Background: an optimization exercise with open tools, aiming at small area, a short achievable clock period and few clock cycles. Do not read the settings as production practice.
The RTL was checked by simulation tests, not by an equivalence proof against the original design.
Power figures rest on the tool's default switching activity, not on a simulated workload.

## flow/constraint.sdc

```tcl
create_clock -name core_clock -period 14.0 [get_ports {clk}]
set_input_delay 2.8000 -clock core_clock [delete_from_list [all_inputs] [get_ports {clk}]]
set_output_delay 2.8000 -clock core_clock [all_outputs]
set_load 0.01 [all_outputs]
```

## flow/config.mk

```make
export PLATFORM = sky130hd
export DESIGN_NAME = pbe_core
export DESIGN_NICKNAME = pbe_core
export VERILOG_FILES = /design/flow/design.v
export SDC_FILE = /design/flow/constraint.sdc
export NUM_CORES = 4
export LEC_CHECK = 0
export ABC_CLOCK_PERIOD_IN_PS = 6000
export CAP_MARGIN = 20
export CORE_MARGIN = 2
export CORE_UTILIZATION = 40
export PLACE_DENSITY = 0.6
export SETUP_SLACK_MARGIN = 5
export SLEW_MARGIN = 20
```

## flow/design.v

```verilog
module pbe_core (
    input  wire         clk,
    input  wire         rst_n,
    input  wire         cmd_valid,
    input  wire [31:0]  cmd_word,
    output wire         cmd_ready,
    output reg          done,
    output reg  [2:0]   err,
    input  wire         xw_en,
    input  wire [2:0]   xw_idx,
    input  wire [63:0]  xw_data,
    input  wire [2:0]   b_sel,
    output wire [7:0]   b_len,
    output wire [127:0] b_val,
    input  wire [2:0]   x_sel,
    output wire [63:0]  x_val
);
    localparam [2:0] E_NONE = 3'd0, E_RANGE = 3'd1, E_CAPACITY = 3'd5, E_ILLEGAL = 3'd6;
    localparam [5:0] OP_NOP = 6'h00, OP_CLR = 6'h01, OP_MOV = 6'h02, OP_CAT = 6'h03,
                     OP_SHL = 6'h04, OP_SHR = 6'h05, OP_MASK = 6'h06, OP_PADO = 6'h07,
                     OP_GETLEN = 6'h0A, OP_SHLI = 6'h0C, OP_SHRI = 6'h0D, OP_MASKI = 6'h0E,
                     OP_LDXI = 6'h0F, OP_ENCWN = 6'h10, OP_ENCINT = 6'h18,
                     OP_ENCENUM = 6'h19, OP_ENCCHO = 6'h1A;
    reg [127:0] bval [0:7];
    reg [7:0]   blen [0:7];
    reg [63:0]  xreg [0:7];
    assign cmd_ready = 1'b1;
    function [7:0] onehot(input [2:0] idx);
        onehot = 8'd1 << idx;
    endfunction
    reg [127:0] rd_bv;
    reg [7:0]   rd_bl;
    reg [63:0]  rd_x;
    integer     j;
    wire [7:0]  bsel_oh = onehot(b_sel);
    wire [7:0]  xsel_oh = onehot(x_sel);
    always @(*) begin
        rd_bv = 128'd0; rd_bl = 8'd0; rd_x = 64'd0;
        for (j = 0; j < 8; j = j + 1) begin
            rd_bv = rd_bv | (bval[j] & {128{bsel_oh[j]}});
            rd_bl = rd_bl | (blen[j] & {8{bsel_oh[j]}});
            rd_x  = rd_x  | (xreg[j] & {64{xsel_oh[j]}});
        end
    end
    assign b_len = rd_bl;
    assign b_val = rd_bv;
    assign x_val = rd_x;
    reg         c_valid;
    reg [31:0]  c_word;
    reg         c_legal;
    reg legal_in;
    always @(*) begin
        case (cmd_word[31:26])
            OP_NOP:     legal_in = (cmd_word & 32'hFFFFFFFF) == 32'h00000000;
            OP_CLR:     legal_in = (cmd_word & 32'hFC7FFFFF) == 32'h04000000;
            OP_MOV:     legal_in = (cmd_word & 32'hFC71FFFF) == 32'h08000000;
            OP_CAT:     legal_in = (cmd_word & 32'hFC703FFF) == 32'h0C000000;
            OP_SHL:     legal_in = (cmd_word & 32'hFC71C7FF) == 32'h10000000;
            OP_SHR:     legal_in = (cmd_word & 32'hFC71C7FF) == 32'h14000000;
            OP_MASK:    legal_in = (cmd_word & 32'hFC71C7FF) == 32'h18000000;
            OP_PADO:    legal_in = (cmd_word & 32'hFC71FFFF) == 32'h1C000000;
            OP_GETLEN:  legal_in = (cmd_word & 32'hFFF1C7FF) == 32'h28000000;
            OP_SHLI:    legal_in = 1'b1;
            OP_SHRI:    legal_in = 1'b1;
            OP_MASKI:   legal_in = 1'b1;
            OP_LDXI:    legal_in = (cmd_word & 32'hFC700000) == 32'h3C000000;
            OP_ENCWN:   legal_in = (cmd_word & 32'hFC7FC01F) == 32'h40000000;
            OP_ENCINT:  legal_in = (cmd_word & 32'hFC7FC00F) == 32'h60000000;
            OP_ENCENUM: legal_in = (cmd_word & 32'hFC7FC00F) == 32'h64000000;
            OP_ENCCHO:  legal_in = (cmd_word & 32'hFC7FC00F) == 32'h68000000;
            default:    legal_in = 1'b0;
        endcase
    end
    always @(posedge clk) begin
        if (!rst_n) c_valid <= 1'b0;
        else        c_valid <= cmd_valid;
        c_word  <= cmd_word;
        c_legal <= legal_in;
    end
    wire [31:0] w    = c_word;
    wire [5:0]  op   = w[31:26];
    wire [2:0]  f_bd = w[25:23];
    wire [2:0]  f_ba = w[19:17];
    wire [2:0]  f_bb = w[16:14];
    wire [2:0]  f_xa = w[13:11];
    wire [2:0]  f_xb = w[10:8];
    wire [2:0]  f_xc = w[7:5];
    wire        f_e  = w[4];
    wire [2:0]  i_r2 = w[22:20];
    wire [19:0] imm  = w[19:0];
    wire        legal = c_legal;
    wire        is_imm = (op == OP_SHLI) || (op == OP_SHRI) || (op == OP_MASKI);
    wire [2:0]  src_a  = is_imm ? i_r2 : f_ba;
    wire [7:0]  al     = blen[src_a];
    wire [7:0]  bl     = blen[f_bb];
    wire [7:0]  xa_oh  = onehot(f_xa);
    wire [7:0]  xb_oh  = onehot(f_xb);
    wire [7:0]  xc_oh  = onehot(f_xc);
    reg  [63:0] xa, xb, xc;
    always @(*) begin
        xa = 64'd0; xb = 64'd0; xc = 64'd0;
        for (j = 0; j < 8; j = j + 1) begin
            xa = xa | (xreg[j] & {64{xa_oh[j]}});
            xb = xb | (xreg[j] & {64{xb_oh[j]}});
            xc = xc | (xreg[j] & {64{xc_oh[j]}});
        end
    end
    wire        n_big  = is_imm ? (|imm[19:8]) : (|xa[63:8]);    
    wire [7:0]  n8     = is_imm ? imm[7:0] : xa[7:0];
    wire [8:0]  cat_len = {1'b0, al} + {1'b0, bl};
    wire        cat_cap = cat_len > 9'd128;
    wire [8:0]  shr_len = {1'b0, al} + {1'b0, n8};
    wire        shr_cap = n_big || (shr_len > 9'd128);
    wire        n_ge_al = n_big || (n8 >= al);
    wire [7:0]  shl_len = n_ge_al ? 8'd0 : (al - n8);
    wire [7:0]  msk_len = n_ge_al ? al : n8;
    wire [7:0]  pad_len = (al + 8'd7) & 8'hF8;
    wire [64:0] span65  = {xc[63], xc} - {xb[63], xb};      
    wire [64:0] off65   = {xa[63], xa} - {xb[63], xb};      
    wire [64:0] vh65    = {xc[63], xc} - {xa[63], xa};      
    wire        wn_range = span65[64] || off65[64] || vh65[64];
    wire [63:0] span    = span65[63:0];
    reg  [6:0]  wn_w;
    integer     k;
    always @(*) begin
        wn_w = 7'd0;
        for (k = 0; k < 8; k = k + 1)
            if (span[k]) wn_w = k[6:0] + 7'd1;
        for (k = 1; k < 8; k = k + 1)
            if (|span[8*k +: 8]) wn_w = 7'd8 * (k[6:0] + 7'd1);
    end
    wire        wn_ext = (op != OP_ENCWN) && f_e;
    wire [7:0]  wn_len = {1'b0, wn_w} + {7'd0, wn_ext};
    localparam [1:0] RS_A = 2'd0, RS_B = 2'd1, RS_OFF = 2'd2;
    reg [2:0]  s1_err;
    reg        s1_bwe;
    reg [7:0]  s1_len;
    reg [6:0]  s1_rot;
    reg [1:0]  s1_rsrc;      
    reg        s1_cat;       
    reg        s1_xwe;
    reg [2:0]  s1_xidx;
    reg [63:0] s1_xval;
    always @(*) begin
        s1_err  = E_NONE;
        s1_bwe  = 1'b0;
        s1_len  = 8'd0;
        s1_rot  = 7'd0;
        s1_rsrc = RS_A;
        s1_cat  = 1'b0;
        s1_xwe  = 1'b0;
        s1_xidx = f_xa;
        s1_xval = {56'd0, al};
        if (!legal) begin
            s1_err = E_ILLEGAL;
        end else begin
            case (op)
                OP_CLR: begin
                    s1_bwe = 1'b1;
                end
                OP_MOV: begin
                    s1_bwe = 1'b1; s1_len = al;
                end
                OP_CAT: begin
                    s1_bwe = 1'b1; s1_rsrc = RS_B; s1_cat = 1'b1; s1_rot = al[6:0];
                    if (cat_cap) s1_err = E_CAPACITY;
                    else s1_len = cat_len[7:0];
                end
                OP_SHL, OP_SHLI: begin
                    s1_bwe = 1'b1; s1_len = shl_len; s1_rot = 7'd0 - n8[6:0];
                end
                OP_SHR, OP_SHRI: begin
                    s1_bwe = 1'b1; s1_rot = n8[6:0];
                    if (shr_cap) s1_err = E_CAPACITY;
                    else s1_len = shr_len[7:0];
                end
                OP_MASK, OP_MASKI: begin
                    s1_bwe = 1'b1; s1_len = msk_len;
                end
                OP_PADO: begin
                    s1_bwe = 1'b1; s1_len = pad_len;
                end
                OP_GETLEN: begin
                    s1_xwe = 1'b1;
                end
                OP_LDXI: begin
                    s1_xwe = 1'b1; s1_xidx = f_bd; s1_xval = {{44{imm[19]}}, imm};
                end
                OP_ENCWN, OP_ENCINT, OP_ENCENUM, OP_ENCCHO: begin
                    s1_bwe = 1'b1; s1_rsrc = RS_OFF; s1_rot = wn_len[6:0];
                    if (wn_range) s1_err = E_RANGE;
                    else s1_len = wn_len;
                end
                default: ;
            endcase
        end
    end
    reg         s3_valid;
    reg         s3_bwe;
    reg [2:0]   s3_bd;
    reg [2:0]   s3_err;
    reg [7:0]   s3_len;
    reg [6:0]   s3_rot;
    reg [7:0]   s3_ba;       
    reg [7:0]   s3_br;       
    reg [63:0]  s3_off;
    wire        acc = c_valid;
    always @(posedge clk) begin
        if (!rst_n) begin
            s3_valid <= 1'b0;
            s3_bwe   <= 1'b0;
            done     <= 1'b0;
            err      <= E_NONE;
        end else begin
            s3_valid <= acc;
            s3_bwe   <= acc && s1_bwe;
            done     <= s3_valid;
            err      <= s3_err;
        end
    end
    always @(posedge clk) begin
        s3_bd   <= f_bd;
        s3_err  <= s1_err;
        s3_len  <= s1_len;
        s3_rot  <= s1_rot;
        s3_ba   <= s1_cat ? onehot(src_a) : 8'd0;
        s3_br   <= (s1_rsrc == RS_B) ? onehot(f_bb) : (s1_rsrc == RS_A) ? onehot(src_a) : 8'd0;
        s3_off  <= (s1_rsrc == RS_OFF) ? off65[63:0] : 64'd0;
    end
    reg  [127:0] v_a, v_r;
    always @(*) begin
        v_a = 128'd0; v_r = 128'd0;
        for (j = 0; j < 8; j = j + 1) begin
            v_a = v_a | (bval[j] & {128{s3_ba[j]}});
            v_r = v_r | (bval[j] & {128{s3_br[j]}});
        end
    end
    wire [127:0] r_in = v_r | {64'd0, s3_off};
    wire [255:0] r_dbl = {r_in, r_in} >> s3_rot;
    wire [127:0] r_rot = r_dbl[127:0];
    reg  [127:0] len_mask;
    integer      p;
    always @(*) begin
        for (p = 0; p < 128; p = p + 1)
            len_mask[127 - p] = rst_n && (s3_len > p);
    end
    wire [127:0] r_val = (r_rot | v_a) & len_mask;
    wire [7:0]  len_wd = rst_n ? s1_len : 8'd0;
    wire [63:0] x_wd   = !rst_n ? 64'd0 : (acc ? s1_xval : xw_data);
    wire [2:0]  x_wi   = acc ? s1_xidx : xw_idx;
    wire        x_we   = acc ? (s1_xwe && legal) : (xw_en && !cmd_valid);
    integer i;
    always @(posedge clk) begin
        for (i = 0; i < 8; i = i + 1) begin
            if (!rst_n || (acc && s1_bwe && f_bd == i))
                blen[i] <= len_wd;
            if (!rst_n || (x_we && x_wi == i))
                xreg[i] <= x_wd;
            if (!rst_n || (s3_bwe && s3_bd == i))
                bval[i] <= r_val;
        end
    end
endmodule
```

## flow/run.sh

```bash
#!/bin/bash
# synth_recipe.tcl (not shown) runs the flow's synth.tcl, then flattens the netlist and writes it again
# the make line also repeats each setting of config.mk as NAME=value (left out here)
make -C /OpenROAD-flow-scripts/flow DESIGN_CONFIG=/design/flow/config.mk WORK_HOME=/design/flow/orfs CLKGATE_MAP_FILE= SYNTH_SCRIPT=/design/flow/synth_recipe.tcl finish
```

==> summary.txt <==
## power by group
group          internal [W]  switching, W
clock network       0.00306       0.00224
registers           0.00592      0.000270
logic               0.00115       0.00224
total                0.0101       0.00475
## cells in the final DEF, fill, tap and decap left out, types with 25 or more instances in the layout
master / n
sky130_fd_sc_hd__clkinv_2: 33
sky130_fd_sc_hd__nand2b_1: 59
sky130_fd_sc_hd__a222oi_1: 68
sky130_fd_sc_hd__mux2i_1: 624
sky130_fd_sc_hd__xor2_1: 51
sky130_fd_sc_hd__nor2b_1: 47
sky130_fd_sc_hd__o22ai_1: 25
sky130_fd_sc_hd__o21ai_0: 276
sky130_fd_sc_hd__and2_1: 40
sky130_fd_sc_hd__nand2_1: 424
sky130_fd_sc_hd__nand4_1: 362
sky130_fd_sc_hd__ha_1: 197
sky130_fd_sc_hd__o21bai_1: 28
sky130_fd_sc_hd__a31oi_1: 119
sky130_fd_sc_hd__inv_1: 151
sky130_fd_sc_hd__a21oi_1: 329
sky130_fd_sc_hd__o21a_1: 32
sky130_fd_sc_hd__a211oi_1: 30
sky130_fd_sc_hd__edfxtp_1: 1600
sky130_fd_sc_hd__mux2_2: 96
sky130_fd_sc_hd__xnor2_1: 92
sky130_fd_sc_hd__a221o_1: 29
sky130_fd_sc_hd__clkbuf_1: 40
sky130_fd_sc_hd__clkdlybuf4s50_1: 308
sky130_fd_sc_hd__a22o_1: 326
sky130_fd_sc_hd__dfxtp_1: 108
sky130_fd_sc_hd__a221oi_1: 420
sky130_fd_sc_hd__nor3_1: 61
sky130_fd_sc_hd__nand3_1: 154
sky130_fd_sc_hd__a21o_1: 152
sky130_fd_sc_hd__nor2_1: 585
sky130_fd_sc_hd__mux4_2: 149
sky130_fd_sc_hd__and3_1: 99
sky130_fd_sc_hd__clkbuf_16: 197
sky130_fd_sc_hd__o31ai_1: 26
sky130_fd_sc_hd__or3_1: 26
sky130_fd_sc_hd__a22oi_1: 1461
sky130_fd_sc_hd__clkinv_1: 25
sky130_fd_sc_hd__buf_4: 199
## worst max-delay path, cell delays in order
cell and delay (ns):
sky130_fd_sc_hd__clkdlybuf4s50_1 0.63, sky130_fd_sc_hd__nor3b_2 0.25, sky130_fd_sc_hd__buf_4 0.46, sky130_fd_sc_hd__buf_4 0.73, sky130_fd_sc_hd__a22oi_1 0.19, sky130_fd_sc_hd__nand4_1 0.39
sky130_fd_sc_hd__clkdlybuf4s50_1 0.63
## layer usage
| layer | vias to the layer above | wire [um] | part of all wire [%] | GRT usage, % |
|---|---|---|---|---|
| li1 | 39100 | - | - | - |
| met1 | 47600 | 179000 | 36 | 46.5 |
| met2 | 9587 | 209000 | 42 | 51.6 |
| met3 | 2011 | 76400 | 15 | 10.6 |
| met4 | 28 | 38800 | 7.7 | 20.1 |
| met5 | - | 281 | 0.056 | 0.356 |
## per-stage QoR
step	utilization [%]	hold slack, ns	area (um2)
2_1_floorplan	-	0.359	106000
3_3_place_gp	42.6	0.424	113000
3_5_place_dp	42.6	0.425	113000
4_1_cts	45.1	0.450	119000
5_1_grt	45.2	0.458	120000
6_report	45.2	0.453	120000
## state kept, by name (all words and copies together), names as in the netlist, 7 cells and up
| register | count |
|---|---|
| s3_off | 64 |
| s3_rot | 7 |
| bval | 1024 |
| s3_len | 8 |
| s3_br | 8 |
| blen | 64 |
| xreg | 512 |
| c_word | 32 |
| s3_ba | 8 |
## final timing paths
check	end	slack [ns]	cells past startpoint
worst max-delay path	x_val[25]	5.06	7
worst min register to register	done$_SDFF_PN0_	0.45	1
worst min-delay path	done$_SDFF_PN0_	0.45	1
worst max register to register	blen[1][3]$_DFFE_PP_	5.23	26
## logic make-up after synthesis
logic type,Yosys count,share of synthesized area (%)
AO/OA/AOI/OAI,3557,24.9
AND/OR/NAND/NOR,2010,9.39
other,1,0.00353
multiplexers,884,10.3
flip-flops,1741,47.9
buffers and inverters,990,3.68
XOR/XNOR,146,1.23
adder cells (fa/ha/maj),216,2.53
## cell type report
class                      count  area (um2)
antenna                       11        27.5
clock buffer                 244        5180
clock inverter               113        1300
fill                       23900      145000
inverter                     162         626
multi-input combinational   6818       51900
sequential                  1741       51000
tap                         3533        4420
timing repair buffer         549        5190
## timing repair
action                                  4_1_cts  5_1_grt
endpoints found under the hold margin         0        0
pin swaps                                     2        2
endpoints found under the setup margin      136       61
resized for setup                            25       24
setup buffers                                 2        3
gates cloned                                  1        3
==> flow_summary.yaml <==
power_and_ir_drop:
  static_power_due_to_leakage_nw: 42.6
  vdd_drop_max_v: 0.000110
  design_power_total_w: 0.0149
  cellPowerDensity_nw_per_um2: 124
yosys:
  mappedNetlistNets: 9854
  yosys_warnings: 4
  number_of_different_library_cells_in_the_post_synthesis_netlist: 132
  synth.cells.most_frequent: "1600 x sky130_fd_sc_hd__edfxtp_1, 1461 x sky130_fd_sc_hd__a22oi_1, 629 x sky130_fd_sc_hd__mux2i_1"
  yosys.area.top_type_share_pct: 45.3
  syn_avg_cell_area_um2: 11.1
  synthDominantAreaCellType: "sky130_fd_sc_hd__edfxtp_1"
  netlist_area_um2: 106000
  synth_enable_flop_cells: 1600
  seq_total_area_yosys_pct: 47.9
  synthesis.instances: 9545
  synth_most_common_cell: "sky130_fd_sc_hd__edfxtp_1"
  synthArstFlopShare_pct: 0
  netlist_top_cells_area: "sky130_fd_sc_hd__edfxtp_1 45%, sky130_fd_sc_hd__a22oi_1 10%, sky130_fd_sc_hd__mux2i_1 5.9%, sky130_fd_sc_hd__a221oi_1 3.5%, sky130_fd_sc_hd__mux4_2 3.2%"
  postSynthRegisterBits: 1741
  synth_top_flop_cell: "sky130_fd_sc_hd__edfxtp_1"
sta:
  setup_ws_ns: 5.06
  setup_repair_after_global_routing_missed_its_margin: "no"
  setup_viol: 0
  maxSlewHeadroom_pct: 9.78
  worst_clock_skew_ns: 0.0890
  tightestPinTransition_ns: 1.35
  report.final.hold_viol_count: 0
  setup-tns-final_ns: 0
  fmax_mhz: 112
  timing.final.crit_share_pct: 63.8
  timing.final.max_slew_violations: 0
  timing.final.crit_period_ns: 8.94
worst_setup_path:
  crit_path_end_kind: "output pin"
  cp_data_required_time_ns: 11.20
  cp_data_arrival_time_ns: 6.14
  reg2reg_start: "c_word[8]$_DFF_P_"
  critPathLaunch: "x_sel[1]"
  crit_fanout: 42
  critical_path_class: "in2out"
  worstSetupStartpointType: "input pin"
global_route:
  grt_max_degree: 108
  grt_pass1_vias: 91000
  grt_first_pass_wirelength_um: 700000
  grt_usage_pct: 35.4
  grt_antenna_before_repair: 26
  gr-total-overflow: 0
clock_tree:
  clock_buffers_created_by_tritoncts: 195
  ctsLongestPathBuffers: 4
  htreeDepth: 4
  cts_tree: "yes"
  insertion_delay_ns: 0.93
  clock_sink_count: 1741
  cts_hold_repair.buffers: 0
  clock-root-buffer: "sky130_fd_sc_hd__clkbuf_16"
  cts.reportedPaths.clkPinSlew_ns: 0.06
min_path:
  hold_path_startpoint: "s3_valid$_SDFF_PN0_"
  holdCritPathClass: "reg2reg"
place:
  dp_worst_setup_slack_ns: 4.47
  dp_hpwl_um: 329000
  placed_cells_incl_taps: 12800
  place.gp.congestion: 1.02
  io_buffers: 312
floorplan:
  row_count: 189
  core_area_um2: 265000
  initial_cell_density_of_the_core_pct: 40.1
  die-height_um: 519
  die_width_um: 519
  die-area_um2: 270000
  top_level_port_count: 314
detailed_routing:
  avgViaCountPerCell: 7.46
  detail_route.iter0.violations: 20200
  drc_errors: 0
  wl_um: 503000
  wl_per_cell_um: 38.2
  drt_pass1_iterations: 13
  drtAntennaViolNets: 0
  vias: 98300
layout:
  nets: 9776
  finalNonFillerCells: 13200
  layout-area-overhead-vs-synth_pct: 12.7
  post_route_cells_drive_above_1_share_pct: 10.1
run_status:
  outcome: "finished clean"
run:
  max-cap-violations: 0
Testbench counts, summed over its fixed seeds: cycles 4,824.

-- re-timing with driven ports --
How much do the figures lean on ideal ports? The routed layout below was timed once more, with nothing changed but the port constraints. Step 1: set_driving_cell puts a clkbuf_16 on clk and a buf_2 on each other input, an assumption about the parent block. Step 2 adds t to the input delays and takes it off the output delays; t is the mean of the earliest and latest rising clock arrival at the registers after step 1. Input paths then give back, and output paths get back, about the clock's delay inside the block. Three values: ideal ports, drivers, drivers and shift; two values: the first two.
t (ns): 0.986
setup slack, ns: 5.061 / 5.037 / 5.037
clock arrival spread, ns: 0.089 / 0.089
pins driven straight from the clock port: 1
After both steps this run still meets setup and hold. The setup slack of this run moves by -0.024 ns with the drivers and by -0.024 ns with both steps.
